Context: an optimization exercise on an open-source flow, tuned for small area, a short achievable clock period and few clock cycles per item. The choices shown serve that exercise and are no tape-out recipe. Function was checked by simulation only, so behaviour that the tests miss may differ from the original.

==> job 652 <==
==> flow/design.v <==
module crsf_st(input [2:0] r, input b, output reg [3:0] o);
  always @* begin
    case ({r,b})
      4'b0000: o = 4'b0000;
      4'b0001: o = 4'b0001;
      4'b0010: o = 4'b0010;
      4'b0011: o = 4'b0011;
      4'b0100: o = 4'b0111;
      4'b0101: o = 4'b1000;
      4'b0110: o = 4'b1001;
      4'b0111: o = 4'b1010;
      4'b1110: o = 4'b1011;
      4'b1111: o = 4'b1111;
      default: o = 4'bxxxx;
    endcase
  end
endmodule
module crsf_scale(input [15:0] v, output [10:0] u);
  wire [15:0] n = {~v[15], v[14:0]};
  wire [2:0] r [0:13];
  wire [12:0] q;
  assign r[0] = 3'b000;
  genvar g;
  generate for (g=0; g<13; g=g+1) begin : s
    wire [3:0] o; crsf_st u(.r(r[g]), .b(n[15-g]), .o(o));
    assign q[12-g] = o[3]; assign r[g+1] = o[2:0];
  end endgenerate
  reg [2:0] rb;
  always @* begin
    case (r[13])
      3'b000: rb = 3'd0;
      3'b001: rb = 3'd1;
      3'b010: rb = 3'd2;
      3'b011: rb = 3'd3;
      3'b111: rb = 3'd4;
      default: rb = 3'bxxx;
    endcase
  end
  wire [10:0] Q = q[10:0];
  wire [4:0] h = Q[10:6];
  reg [5:0] th;
  always @* begin
    case (h)
      5'd0: th = 6'd0;
      5'd1: th = 6'd2;
      5'd2: th = 6'd3;
      5'd3: th = 6'd5;
      5'd4: th = 6'd6;
      5'd5: th = 6'd8;
      5'd6: th = 6'd9;
      5'd7: th = 6'd11;
      5'd8: th = 6'd12;
      5'd9: th = 6'd14;
      5'd10: th = 6'd16;
      5'd11: th = 6'd17;
      5'd12: th = 6'd19;
      5'd13: th = 6'd20;
      5'd14: th = 6'd22;
      5'd15: th = 6'd23;
      5'd16: th = 6'd25;
      5'd17: th = 6'd27;
      5'd18: th = 6'd28;
      5'd19: th = 6'd30;
      5'd20: th = 6'd31;
      5'd21: th = 6'd32;
      5'd22: th = 6'd33;
      5'd23: th = 6'd35;
      5'd24: th = 6'd36;
      5'd25: th = 6'd38;
      default: th = 6'bxxxxxx;
    endcase
  end
  wire d = Q[5:0] < th;
  wire [6:0] S = {rb, n[2:0]} + h;
  wire c1 = d ? (S >= 7'd21) : (S >= 7'd20);
  wire c2 = d ? (S >= 7'd61) : (S >= 7'd60);
  assign u = Q + {9'd43, c2, c1 & ~c2};
endmodule
module crsf_encoder (
    input  wire         clk,
    input  wire         rst,         
    input  wire         in_valid,
    output wire         in_ready,
    input  wire [255:0] in_ch,       
    output wire         out_valid,
    input  wire         out_ready,
    output wire [207:0] out_frame    
);
    reg         valid;
    reg [175:0] payload;
    wire [175:0] p_next;
    genvar i;
    generate for (i = 0; i < 16; i = i + 1) begin : ch
        crsf_scale sc (.v(in_ch[16*i +: 16]), .u(p_next[11*i +: 11]));
    end endgenerate
    assign in_ready = ~valid | out_ready;
    wire   take     = in_valid & in_ready;
    always @(posedge clk) begin
        if (rst)
            valid <= 1'b0;
        else if (take)
            valid <= 1'b1;
        else if (out_ready)
            valid <= 1'b0;
        if (take)
            payload <= p_next;
    end
    wire [7:0] crc;
    wire s0_1 = payload[10] ^ payload[12] ^ payload[14] ^ payload[20] ^ payload[63] ^ payload[93] ^ payload[97] ^ payload[109] ^ payload[111] ^ payload[119] ^ payload[146];
    wire s0_2 = payload[11] ^ payload[13] ^ payload[19] ^ payload[58] ^ payload[73] ^ payload[94] ^ payload[96] ^ payload[110] ^ payload[118] ^ payload[157] ^ payload[172];
    wire s0_3 = payload[29] ^ payload[41] ^ payload[42] ^ payload[69] ^ payload[70] ^ payload[71] ^ payload[112] ^ payload[140] ^ payload[141] ^ payload[152] ^ payload[153] ^ payload[154];
    wire s0_4 = payload[5] ^ payload[37] ^ payload[59] ^ payload[74] ^ payload[88] ^ payload[95] ^ payload[120] ^ payload[158] ^ payload[173];
    wire s0_5 = payload[35] ^ payload[46] ^ payload[61] ^ payload[66] ^ payload[85] ^ payload[91] ^ payload[129] ^ payload[134] ^ payload[144] ^ payload[165] ^ payload[168];
    wire s0_6 = payload[1] ^ payload[30] ^ payload[43] ^ payload[53] ^ payload[56] ^ payload[78] ^ payload[100] ^ payload[113] ^ payload[136] ^ payload[142] ^ payload[155] ^ payload[161];
    wire s0_7 = payload[15] ^ payload[16] ^ payload[21] ^ payload[48] ^ payload[51] ^ payload[55] ^ payload[98] ^ payload[104] ^ payload[115] ^ payload[138] ^ payload[147] ^ payload[150];
    wire s0_8 = payload[6] ^ payload[34] ^ payload[45] ^ payload[60] ^ payload[64] ^ payload[80] ^ payload[89] ^ payload[128] ^ payload[133] ^ payload[159] ^ payload[163];
    wire s0_9 = payload[18] ^ payload[31] ^ payload[50] ^ payload[54] ^ payload[57] ^ payload[72] ^ payload[114] ^ payload[117] ^ payload[137] ^ payload[149] ^ payload[156] ^ payload[171];
    wire s0_10 = payload[4] ^ payload[9] ^ payload[36] ^ payload[62] ^ payload[92] ^ payload[103] ^ payload[108] ^ payload[135] ^ payload[145];
    wire s0_11 = payload[0] ^ payload[28] ^ payload[40] ^ payload[52] ^ payload[68] ^ payload[77] ^ payload[99] ^ payload[127] ^ payload[139] ^ payload[151] ^ payload[160] ^ payload[167];
    wire s0_12 = payload[2] ^ payload[23] ^ payload[25] ^ payload[33] ^ payload[44] ^ payload[79] ^ payload[101] ^ payload[106] ^ payload[124] ^ payload[132] ^ payload[143] ^ payload[162];
    wire s0_13 = payload[3] ^ payload[8] ^ payload[26] ^ payload[38] ^ payload[75] ^ payload[102] ^ payload[107] ^ payload[121] ^ payload[125] ^ payload[174];
    wire s0_14 = payload[17] ^ payload[22] ^ payload[24] ^ payload[32] ^ payload[49] ^ payload[87] ^ payload[105] ^ payload[116] ^ payload[123] ^ payload[131] ^ payload[148] ^ payload[170];
    wire s0_15 = payload[27] ^ payload[39] ^ payload[47] ^ payload[67] ^ payload[76] ^ payload[86] ^ payload[122] ^ payload[126] ^ payload[130] ^ payload[166] ^ payload[169] ^ payload[175];
    assign crc[0] = ~(s0_1 ^ s0_3 ^ s0_5 ^ s0_7 ^ s0_9 ^ s0_11 ^ s0_13 ^ s0_15);
    assign crc[1] = ~(s0_2 ^ s0_3 ^ s0_6 ^ s0_7 ^ s0_10 ^ s0_11 ^ s0_14 ^ s0_15);
    assign crc[2] = ~(s0_4 ^ s0_5 ^ s0_6 ^ s0_7 ^ s0_12 ^ s0_13 ^ s0_14 ^ s0_15);
    assign crc[3] = ~(s0_8 ^ s0_9 ^ s0_10 ^ s0_11 ^ s0_12 ^ s0_13 ^ s0_14 ^ s0_15);
    wire s1_1 = payload[4] ^ payload[42] ^ payload[47] ^ payload[57] ^ payload[78] ^ payload[81] ^ payload[103] ^ payload[130] ^ payload[141] ^ payload[156] ^ payload[161];
    wire s1_2 = payload[35] ^ payload[39] ^ payload[43] ^ payload[72] ^ payload[79] ^ payload[82] ^ payload[122] ^ payload[134] ^ payload[142] ^ payload[162] ^ payload[171];
    wire s1_3 = payload[0] ^ payload[5] ^ payload[21] ^ payload[32] ^ payload[58] ^ payload[88] ^ payload[99] ^ payload[104] ^ payload[131] ^ payload[157];
    wire s1_4 = payload[18] ^ payload[29] ^ payload[36] ^ payload[44] ^ payload[61] ^ payload[83] ^ payload[112] ^ payload[117] ^ payload[135] ^ payload[143] ^ payload[144];
    wire s1_5 = payload[12] ^ payload[24] ^ payload[48] ^ payload[52] ^ payload[64] ^ payload[73] ^ payload[111] ^ payload[123] ^ payload[147] ^ payload[151] ^ payload[163] ^ payload[172];
    wire s1_6 = payload[6] ^ payload[8] ^ payload[10] ^ payload[16] ^ payload[22] ^ payload[59] ^ payload[89] ^ payload[105] ^ payload[107] ^ payload[109] ^ payload[115] ^ payload[158];
    wire s1_7 = payload[1] ^ payload[33] ^ payload[71] ^ payload[86] ^ payload[91] ^ payload[100] ^ payload[132] ^ payload[154] ^ payload[169];
    wire s1_8 = payload[27] ^ payload[30] ^ payload[50] ^ payload[62] ^ payload[69] ^ payload[84] ^ payload[113] ^ payload[126] ^ payload[145] ^ payload[149] ^ payload[152];
    wire s1_9 = payload[14] ^ payload[19] ^ payload[37] ^ payload[40] ^ payload[45] ^ payload[75] ^ payload[97] ^ payload[118] ^ payload[120] ^ payload[128] ^ payload[139] ^ payload[174];
    wire s1_10 = payload[13] ^ payload[26] ^ payload[49] ^ payload[55] ^ payload[68] ^ payload[74] ^ payload[96] ^ payload[125] ^ payload[138] ^ payload[148] ^ payload[167] ^ payload[173];
    wire s1_11 = payload[25] ^ payload[53] ^ payload[54] ^ payload[65] ^ payload[66] ^ payload[67] ^ payload[124] ^ payload[136] ^ payload[137] ^ payload[164] ^ payload[165] ^ payload[166];
    wire s1_12 = payload[11] ^ payload[17] ^ payload[28] ^ payload[51] ^ payload[60] ^ payload[63] ^ payload[110] ^ payload[116] ^ payload[127] ^ payload[146] ^ payload[150] ^ payload[159];
    wire s1_13 = payload[7] ^ payload[9] ^ payload[23] ^ payload[31] ^ payload[70] ^ payload[85] ^ payload[90] ^ payload[106] ^ payload[108] ^ payload[114] ^ payload[153] ^ payload[168];
    wire s1_14 = payload[2] ^ payload[41] ^ payload[46] ^ payload[56] ^ payload[76] ^ payload[92] ^ payload[101] ^ payload[129] ^ payload[140] ^ payload[155] ^ payload[175];
    wire s1_15 = payload[15] ^ payload[20] ^ payload[34] ^ payload[38] ^ payload[87] ^ payload[98] ^ payload[119] ^ payload[121] ^ payload[133] ^ payload[170];
    assign crc[4] = (s1_1 ^ s1_3 ^ s1_5 ^ s1_7 ^ s1_9 ^ s1_11 ^ s1_13 ^ s1_15);
    assign crc[5] = ~(s1_2 ^ s1_3 ^ s1_6 ^ s1_7 ^ s1_10 ^ s1_11 ^ s1_14 ^ s1_15);
    assign crc[6] = ~(s1_4 ^ s1_5 ^ s1_6 ^ s1_7 ^ s1_12 ^ s1_13 ^ s1_14 ^ s1_15);
    assign crc[7] = ~(s1_8 ^ s1_9 ^ s1_10 ^ s1_11 ^ s1_12 ^ s1_13 ^ s1_14 ^ s1_15);
    assign out_valid = valid;
    assign out_frame = {crc, payload, 8'h16, 8'h18, 8'hEE};
endmodule
==> flow/flow/run.sh <==
#!/bin/bash
# Standard ORFS layout (standard.sh) with these changes:
#  - synthesis: no full/half-adder extraction (ADDER_MAP_FILE empty) and
#    yosys's default abc mapping script (flow/synth.tcl);
#  - port buffers are buf_1 cells instead of the default clkdlybuf4s50_1.
# The output of every tool goes to standard.log here.
set -o pipefail
bash standard.sh ADDER_MAP_FILE= SYNTH_SCRIPT=$PWD/flow/synth.tcl \
  "BUFFER_PORTS_ARGS=-buffer_cell sky130_fd_sc_hd__buf_1" finish > standard.log 2>&1
==> flow/flow/synth.tcl <==
# synth_recipe.tcl with one change: the technology-mapping abc call runs
# yosys's default abc script for liberty mapping instead of ORFS's
# abc_area/abc_speed script. Registers are mapped by dfflibmap before
# abc and keep the standard synthesis's names and cell types.
proc synth {args} { yosys synth -nofsm -noshare {*}$args }
proc abc {args} {
  set i [lsearch $args -script]
  if {$i >= 0} { set args [lreplace $args $i [expr {$i+1}]] }
  yosys abc {*}$args
}
source $::env(SCRIPTS_DIR)/synth.tcl
# left out here: clear keep_hierarchy, flatten, clean up, hide names made inside functions, write 1_2_yosys.v
==> flow/standard.sh <==
#!/bin/bash
# synth_recipe.tcl (not shown) runs the flow's synth.tcl, then flattens the netlist and writes it again
# the make line also repeats each setting of config.mk as NAME=value (left out here)
make -C /OpenROAD-flow-scripts/flow DESIGN_CONFIG=/design/flow/config.mk WORK_HOME=/design/flow/orfs CLKGATE_MAP_FILE= SYNTH_SCRIPT=/design/flow/synth_recipe.tcl "${@:-finish}"
==> flow/config.mk <==
export PLATFORM = sky130hd
export DESIGN_NAME = crsf_encoder
export DESIGN_NICKNAME = crsf_encoder
export VERILOG_FILES = /design/flow/design.v
export SDC_FILE = /design/flow/constraint.sdc
export NUM_CORES = 4
export LEC_CHECK = 0
export CAP_MARGIN = 20
export CORE_MARGIN = 2
export CORE_UTILIZATION = 40
export SLEW_MARGIN = 20
==> flow/constraint.sdc <==
create_clock -name core_clock -period 22.0 [get_ports {clk}]
set_input_delay 4.4000 -clock core_clock [delete_from_list [all_inputs] [get_ports {clk}]]
set_output_delay 4.4000 -clock core_clock [all_outputs]
set_load 0.01 [all_outputs]
==> job 3807 (differences from job 652) <==
--- a/flow/design.v
+++ b/flow/design.v
@@ -15,14 +15,36 @@
     endcase
   end
 endmodule
-module crsf_scale(input [15:0] v, output [10:0] u);
+module crsf_scale(input [15:0] v, output [10:0] Q, output [1:0] c);
   wire [15:0] n = {~v[15], v[14:0]};
   wire [2:0] r [0:13];
   wire [12:0] q;
+  reg [2:0] rk0;
+  always @* begin
+    case (n[15:12])
+      4'd0: rk0 = 3'b000;
+      4'd1: rk0 = 3'b001;
+      4'd2: rk0 = 3'b010;
+      4'd3: rk0 = 3'b011;
+      4'd4: rk0 = 3'b111;
+      4'd5: rk0 = 3'b000;
+      4'd6: rk0 = 3'b001;
+      4'd7: rk0 = 3'b010;
+      4'd8: rk0 = 3'b011;
+      4'd9: rk0 = 3'b111;
+      4'd10: rk0 = 3'b000;
+      4'd11: rk0 = 3'b001;
+      4'd12: rk0 = 3'b010;
+      4'd13: rk0 = 3'b011;
+      4'd14: rk0 = 3'b111;
+      4'd15: rk0 = 3'b000;
+      default: rk0 = 3'bxxx;
+    endcase
+  end
   assign r[0] = 3'b000;
   genvar g;
   generate for (g=0; g<13; g=g+1) begin : s
-    wire [3:0] o; crsf_st u(.r(r[g]), .b(n[15-g]), .o(o));
+    wire [3:0] o; crsf_st u(.r(g == 4 ? rk0 : r[g]), .b(n[15-g]), .o(o));
     assign q[12-g] = o[3]; assign r[g+1] = o[2:0];
   end endgenerate
   reg [2:0] rb;
@@ -36,7 +58,7 @@
       default: rb = 3'bxxx;
     endcase
   end
-  wire [10:0] Q = q[10:0];
+  assign Q = q[10:0];
   wire [4:0] h = Q[10:6];
   reg [5:0] th;
   always @* begin
@@ -74,7 +96,7 @@
   wire [6:0] S = {rb, n[2:0]} + h;
   wire c1 = d ? (S >= 7'd21) : (S >= 7'd20);
   wire c2 = d ? (S >= 7'd61) : (S >= 7'd60);
-  assign u = Q + {9'd43, c2, c1 & ~c2};
+  assign c = {c2, c1 & ~c2};
 endmodule
 module crsf_encoder (
     input  wire         clk,
@@ -87,11 +109,15 @@
     output wire [207:0] out_frame    
 );
     reg         valid;
-    reg [175:0] payload;
-    wire [175:0] p_next;
+    reg [175:0] q_reg;       
+    reg [31:0]  c_reg;       
+    wire [175:0] q_next;
+    wire [31:0]  c_next;
+    wire [175:0] payload;    
     genvar i;
     generate for (i = 0; i < 16; i = i + 1) begin : ch
-        crsf_scale sc (.v(in_ch[16*i +: 16]), .u(p_next[11*i +: 11]));
+        crsf_scale sc (.v(in_ch[16*i +: 16]), .Q(q_next[11*i +: 11]), .c(c_next[2*i +: 2]));
+        assign payload[11*i +: 11] = q_reg[11*i +: 11] + {9'd43, c_reg[2*i +: 2]};
     end endgenerate
     assign in_ready = ~valid | out_ready;
     wire   take     = in_valid & in_ready;
@@ -102,8 +128,10 @@
             valid <= 1'b1;
         else if (out_ready)
             valid <= 1'b0;
-        if (take)
-            payload <= p_next;
+        if (take) begin
+            q_reg <= q_next;
+            c_reg <= c_next;
+        end
     end
     wire [7:0] crc;
     wire s0_1 = payload[10] ^ payload[12] ^ payload[14] ^ payload[20] ^ payload[63] ^ payload[93] ^ payload[97] ^ payload[109] ^ payload[111] ^ payload[119] ^ payload[146];
==> flow/flow/run.sh (replaced) <==
#!/bin/bash
# Standard ORFS layout (standard.sh) with these changes:
#  - synthesis: no full/half-adder extraction (ADDER_MAP_FILE empty) and
#    an area-oriented abc mapping script (flow/synth.tcl, flow/abc.script);
#  - port buffers are buf_1 cells instead of the default clkdlybuf4s50_1;
#  - repair_timing aims for 11.8 ns of setup slack (SETUP_SLACK_MARGIN),
#    so the resizer shortens the critical paths below the 22 ns period.
# The output of every tool goes to standard.log here.
set -o pipefail
bash standard.sh ADDER_MAP_FILE= SYNTH_SCRIPT=$PWD/flow/synth.tcl \
  "BUFFER_PORTS_ARGS=-buffer_cell sky130_fd_sc_hd__buf_1" SETUP_SLACK_MARGIN=11.8 finish > standard.log 2>&1
==> flow/flow/abc.script (new file) <==
strash; dc2; strash; dch -f; amap
==> flow/flow/synth.tcl (replaced) <==
# synth_recipe.tcl with one change: the technology-mapping abc call runs
# flow/abc.script (area-oriented mapping) instead of ORFS's abc_area or
# abc_speed script. Registers are mapped by dfflibmap before abc and keep
# the standard synthesis's names and cell types.
set my_abc_script [file join [file dirname [file normalize [info script]]] abc.script]
proc synth {args} { yosys synth -nofsm -noshare {*}$args }
proc abc {args} {
  set i [lsearch $args -script]
  if {$i >= 0} { lset args [expr {$i+1}] $::my_abc_script }
  yosys abc {*}$args
}
source $::env(SCRIPTS_DIR)/synth.tcl
# left out here: clear keep_hierarchy, flatten, clean up, hide names made inside functions, write 1_2_yosys.v
- CORE_UTILIZATION: 40 -> 55
- CTS_BUF_LIST: not set -> sky130_fd_sc_hd__clkbuf_8
- CTS_CLUSTER_DIAMETER: not set -> 60
- CTS_CLUSTER_SIZE: not set -> 20
==> job 4938 (differences from job 652) <==
--- a/flow/design.v
+++ b/flow/design.v
@@ -1,80 +1,107 @@
-module crsf_st(input [2:0] r, input b, output reg [3:0] o);
-  always @* begin
-    case ({r,b})
-      4'b0000: o = 4'b0000;
-      4'b0001: o = 4'b0001;
-      4'b0010: o = 4'b0010;
-      4'b0011: o = 4'b0011;
-      4'b0100: o = 4'b0111;
-      4'b0101: o = 4'b1000;
-      4'b0110: o = 4'b1001;
-      4'b0111: o = 4'b1010;
-      4'b1110: o = 4'b1011;
-      4'b1111: o = 4'b1111;
-      default: o = 4'bxxxx;
+module crsf_st(input [2:0] r, input b, output [3:0] o);
+  function [3:0] f_st;
+    input [3:0] s;
+    case (s)
+      4'b0000: f_st = 4'b0000;
+      4'b0001: f_st = 4'b0001;
+      4'b0010: f_st = 4'b0010;
+      4'b0011: f_st = 4'b0011;
+      4'b0100: f_st = 4'b0111;
+      4'b0101: f_st = 4'b1000;
+      4'b0110: f_st = 4'b1001;
+      4'b0111: f_st = 4'b1010;
+      4'b1110: f_st = 4'b1011;
+      4'b1111: f_st = 4'b1111;
+      default: f_st = 4'bxxxx;
     endcase
-  end
+  endfunction
+  assign o = f_st({r, b});
 endmodule
-module crsf_scale(input [15:0] v, output [10:0] u);
+module crsf_scale(input [15:0] v, output [10:0] Q, output [1:0] c);
   wire [15:0] n = {~v[15], v[14:0]};
   wire [2:0] r [0:13];
   wire [12:0] q;
+  function [2:0] f_rk0;
+    input [3:0] s;
+    case (s)
+      4'd0: f_rk0 = 3'b000;
+      4'd1: f_rk0 = 3'b001;
+      4'd2: f_rk0 = 3'b010;
+      4'd3: f_rk0 = 3'b011;
+      4'd4: f_rk0 = 3'b111;
+      4'd5: f_rk0 = 3'b000;
+      4'd6: f_rk0 = 3'b001;
+      4'd7: f_rk0 = 3'b010;
+      4'd8: f_rk0 = 3'b011;
+      4'd9: f_rk0 = 3'b111;
+      4'd10: f_rk0 = 3'b000;
+      4'd11: f_rk0 = 3'b001;
+      4'd12: f_rk0 = 3'b010;
+      4'd13: f_rk0 = 3'b011;
+      4'd14: f_rk0 = 3'b111;
+      4'd15: f_rk0 = 3'b000;
+      default: f_rk0 = 3'bxxx;
+    endcase
+  endfunction
+  wire [2:0] rk0 = f_rk0(n[15:12]);
   assign r[0] = 3'b000;
   genvar g;
   generate for (g=0; g<13; g=g+1) begin : s
-    wire [3:0] o; crsf_st u(.r(r[g]), .b(n[15-g]), .o(o));
+    wire [3:0] o; crsf_st u(.r(g == 4 ? rk0 : r[g]), .b(n[15-g]), .o(o));
     assign q[12-g] = o[3]; assign r[g+1] = o[2:0];
   end endgenerate
-  reg [2:0] rb;
-  always @* begin
-    case (r[13])
-      3'b000: rb = 3'd0;
-      3'b001: rb = 3'd1;
-      3'b010: rb = 3'd2;
-      3'b011: rb = 3'd3;
-      3'b111: rb = 3'd4;
-      default: rb = 3'bxxx;
+  function [2:0] f_rb;
+    input [2:0] s;
+    case (s)
+      3'b000: f_rb = 3'd0;
+      3'b001: f_rb = 3'd1;
+      3'b010: f_rb = 3'd2;
+      3'b011: f_rb = 3'd3;
+      3'b111: f_rb = 3'd4;
+      default: f_rb = 3'bxxx;
     endcase
-  end
-  wire [10:0] Q = q[10:0];
+  endfunction
+  wire [2:0] rb = f_rb(r[13]);
+  assign Q = q[10:0];
   wire [4:0] h = Q[10:6];
-  reg [5:0] th;
-  always @* begin
-    case (h)
-      5'd0: th = 6'd0;
-      5'd1: th = 6'd2;
-      5'd2: th = 6'd3;
-      5'd3: th = 6'd5;
-      5'd4: th = 6'd6;
-      5'd5: th = 6'd8;
-      5'd6: th = 6'd9;
-      5'd7: th = 6'd11;
-      5'd8: th = 6'd12;
-      5'd9: th = 6'd14;
-      5'd10: th = 6'd16;
-      5'd11: th = 6'd17;
-      5'd12: th = 6'd19;
-      5'd13: th = 6'd20;
-      5'd14: th = 6'd22;
-      5'd15: th = 6'd23;
-      5'd16: th = 6'd25;
-      5'd17: th = 6'd27;
-      5'd18: th = 6'd28;
-      5'd19: th = 6'd30;
-      5'd20: th = 6'd31;
-      5'd21: th = 6'd32;
-      5'd22: th = 6'd33;
-      5'd23: th = 6'd35;
-      5'd24: th = 6'd36;
-      5'd25: th = 6'd38;
-      default: th = 6'bxxxxxx;
+  function [5:0] f_th;
+    input [4:0] s;
+    case (s)
+      5'd0: f_th = 6'd0;
+      5'd1: f_th = 6'd2;
+      5'd2: f_th = 6'd3;
+      5'd3: f_th = 6'd5;
+      5'd4: f_th = 6'd6;
+      5'd5: f_th = 6'd8;
+      5'd6: f_th = 6'd9;
+      5'd7: f_th = 6'd11;
+      5'd8: f_th = 6'd12;
+      5'd9: f_th = 6'd14;
+      5'd10: f_th = 6'd16;
+      5'd11: f_th = 6'd17;
+      5'd12: f_th = 6'd19;
+      5'd13: f_th = 6'd20;
+      5'd14: f_th = 6'd22;
+      5'd15: f_th = 6'd23;
+      5'd16: f_th = 6'd25;
+      5'd17: f_th = 6'd27;
+      5'd18: f_th = 6'd28;
+      5'd19: f_th = 6'd30;
+      5'd20: f_th = 6'd31;
+      5'd21: f_th = 6'd32;
+      5'd22: f_th = 6'd33;
+      5'd23: f_th = 6'd35;
+      5'd24: f_th = 6'd36;
+      5'd25: f_th = 6'd38;
+      default: f_th = 6'bxxxxxx;
     endcase
-  end
+  endfunction
+  wire [5:0] th = f_th(h);
   wire d = Q[5:0] < th;
   wire [6:0] S = {rb, n[2:0]} + h;
   wire c1 = d ? (S >= 7'd21) : (S >= 7'd20);
   wire c2 = d ? (S >= 7'd61) : (S >= 7'd60);
-  assign u = Q + {9'd43, c2, c1 & ~c2};
+  assign c = {c2, c1 & ~c2};
 endmodule
 module crsf_encoder (
     input  wire         clk,
@@ -87,11 +114,15 @@
     output wire [207:0] out_frame    
 );
     reg         valid;
-    reg [175:0] payload;
-    wire [175:0] p_next;
+    reg [175:0] q_reg;       
+    reg [31:0]  c_reg;       
+    wire [175:0] q_next;
+    wire [31:0]  c_next;
+    wire [175:0] payload;    
     genvar i;
     generate for (i = 0; i < 16; i = i + 1) begin : ch
-        crsf_scale sc (.v(in_ch[16*i +: 16]), .u(p_next[11*i +: 11]));
+        crsf_scale sc (.v(in_ch[16*i +: 16]), .Q(q_next[11*i +: 11]), .c(c_next[2*i +: 2]));
+        assign payload[11*i +: 11] = q_reg[11*i +: 11] + {9'd43, c_reg[2*i +: 2]};
     end endgenerate
     assign in_ready = ~valid | out_ready;
     wire   take     = in_valid & in_ready;
@@ -102,8 +133,10 @@
             valid <= 1'b1;
         else if (out_ready)
             valid <= 1'b0;
-        if (take)
-            payload <= p_next;
+        if (take) begin
+            q_reg <= q_next;
+            c_reg <= c_next;
+        end
     end
     wire [7:0] crc;
     wire s0_1 = payload[10] ^ payload[12] ^ payload[14] ^ payload[20] ^ payload[63] ^ payload[93] ^ payload[97] ^ payload[109] ^ payload[111] ^ payload[119] ^ payload[146];
==> flow/flow/run.sh (replaced) <==
#!/bin/bash
# Standard ORFS layout (standard.sh) with these changes:
#  - synthesis: no full/half-adder extraction (ADDER_MAP_FILE empty) and
#    an area-oriented abc mapping script (flow/synth.tcl, flow/abc.script);
#  - port buffers are buf_1 cells instead of the default clkdlybuf4s50_1;
#  - repair_timing aims for 11.5 ns of setup slack (SETUP_SLACK_MARGIN),
#    so the resizer shortens the critical paths below the 22 ns period.
# The output of every tool goes to standard.log here.
set -o pipefail
bash standard.sh ADDER_MAP_FILE= SYNTH_SCRIPT=$PWD/flow/synth.tcl \
  "BUFFER_PORTS_ARGS=-buffer_cell sky130_fd_sc_hd__buf_1" SETUP_SLACK_MARGIN=11.5 finish > standard.log 2>&1
==> flow/flow/abc.script (new file) <==
strash; dc2; strash; dch -f; amap
==> flow/flow/synth.tcl (replaced) <==
# synth_recipe.tcl with one change: the technology-mapping abc call runs
# flow/abc.script (area-oriented mapping) instead of ORFS's abc_area or
# abc_speed script. Registers are mapped by dfflibmap before abc and keep
# the standard synthesis's names and cell types.
set my_abc_script [file join [file dirname [file normalize [info script]]] abc.script]
proc synth {args} { yosys synth -nofsm -noshare {*}$args }
proc abc {args} {
  set i [lsearch $args -script]
  if {$i >= 0} { lset args [expr {$i+1}] $::my_abc_script }
  yosys abc {*}$args
}
source $::env(SCRIPTS_DIR)/synth.tcl
# left out here: clear keep_hierarchy, flatten, clean up, hide names made inside functions, write 1_2_yosys.v
- CTS_BUF_LIST: not set -> sky130_fd_sc_hd__clkbuf_4
==> qor.csv <==
metric,value,unit
area grow syn2layout,16.9,%
status,finished clean,
Non-clock inverters,673,
global-route wire length before repair,138000,µm
top-count cell post-synth,nor2_1,
largest cells by area after synthesis,"edfxtp_1 25%, o21ai_0 12%, nor2_1 12%",
The numbers above come from job 4938.

==> qor.csv <==
metric,value,unit
status,finished clean,
largest cells by area after synthesis,"edfxtp_1 25%, o21ai_0 12%, nor2_1 12%",
Via Count,30100,
layout cells sized above 1,8.55,%
cell count along the critical path,28,
clock insertion delay at the later pin of the skew report,610,ps
top-count cell post-synth,nor2_1,
Non-clock inverters,682,
The numbers above come from job 3807.

==> qor.csv <==
metric,value,unit
status,finished clean,
grt total ovfl,0,
Netlist cell types,128,
top-count cell post-synth,xnor2_1,
Mapped Cells,3771,
# rows,98,
area grow syn2layout,11.0,%
global-route wire length before repair,147000,µm
The numbers above come from job 652.

Testbench counts of job 652, summed over its fixed seeds: cycles 2,056, frames 2,048.
Testbench counts of job 3807, summed over its fixed seeds: cycles 2,056, frames 2,048.
Testbench counts of job 4938, summed over its fixed seeds: cycles 2,056, frames 2,048.

[re-timing with driven ports]
The flow's constraints put no driver on any port. The routed layouts listed below were extracted and timed again, unchanged, in two steps. Step 1 (the two cells are an assumption about what drives the block):
set clk [get_ports {clk}]
set_driving_cell -lib_cell sky130_fd_sc_hd__clkbuf_16 $clk
set_driving_cell -lib_cell sky130_fd_sc_hd__buf_2 [delete_from_list [all_inputs] $clk]
Step 2, shift: input delay + t, output delay - t, t = (earliest + latest rising clock arrival at the registers) / 2. This alone moves slack from input paths to output paths. Three values: no drivers, after step 1, after step 2; two values: the first two.
run | t (ns) | slack for setup (ns) | clock arrival spread, ns | worst data-port slew with drivers (ns) | pins driven straight from the clock port
job 652 | 0.547 | 10.568 / 10.598 / 10.051 | 0.014 / 0.014 | 0.09 | 1
job 3807 | 0.645 | 12.190 / 12.136 / 11.590 | 0.037 / 0.037 | 0.06 | 1
job 4938 | 0.824 | 11.891 / 11.831 / 11.300 | 0.048 / 0.049 | 0.06 | 1
After both steps setup and hold are still met in every run listed. For job 3807, which loses most, drivers alone change the setup slack by -0.054 ns; drivers and shift together by -0.600 ns.
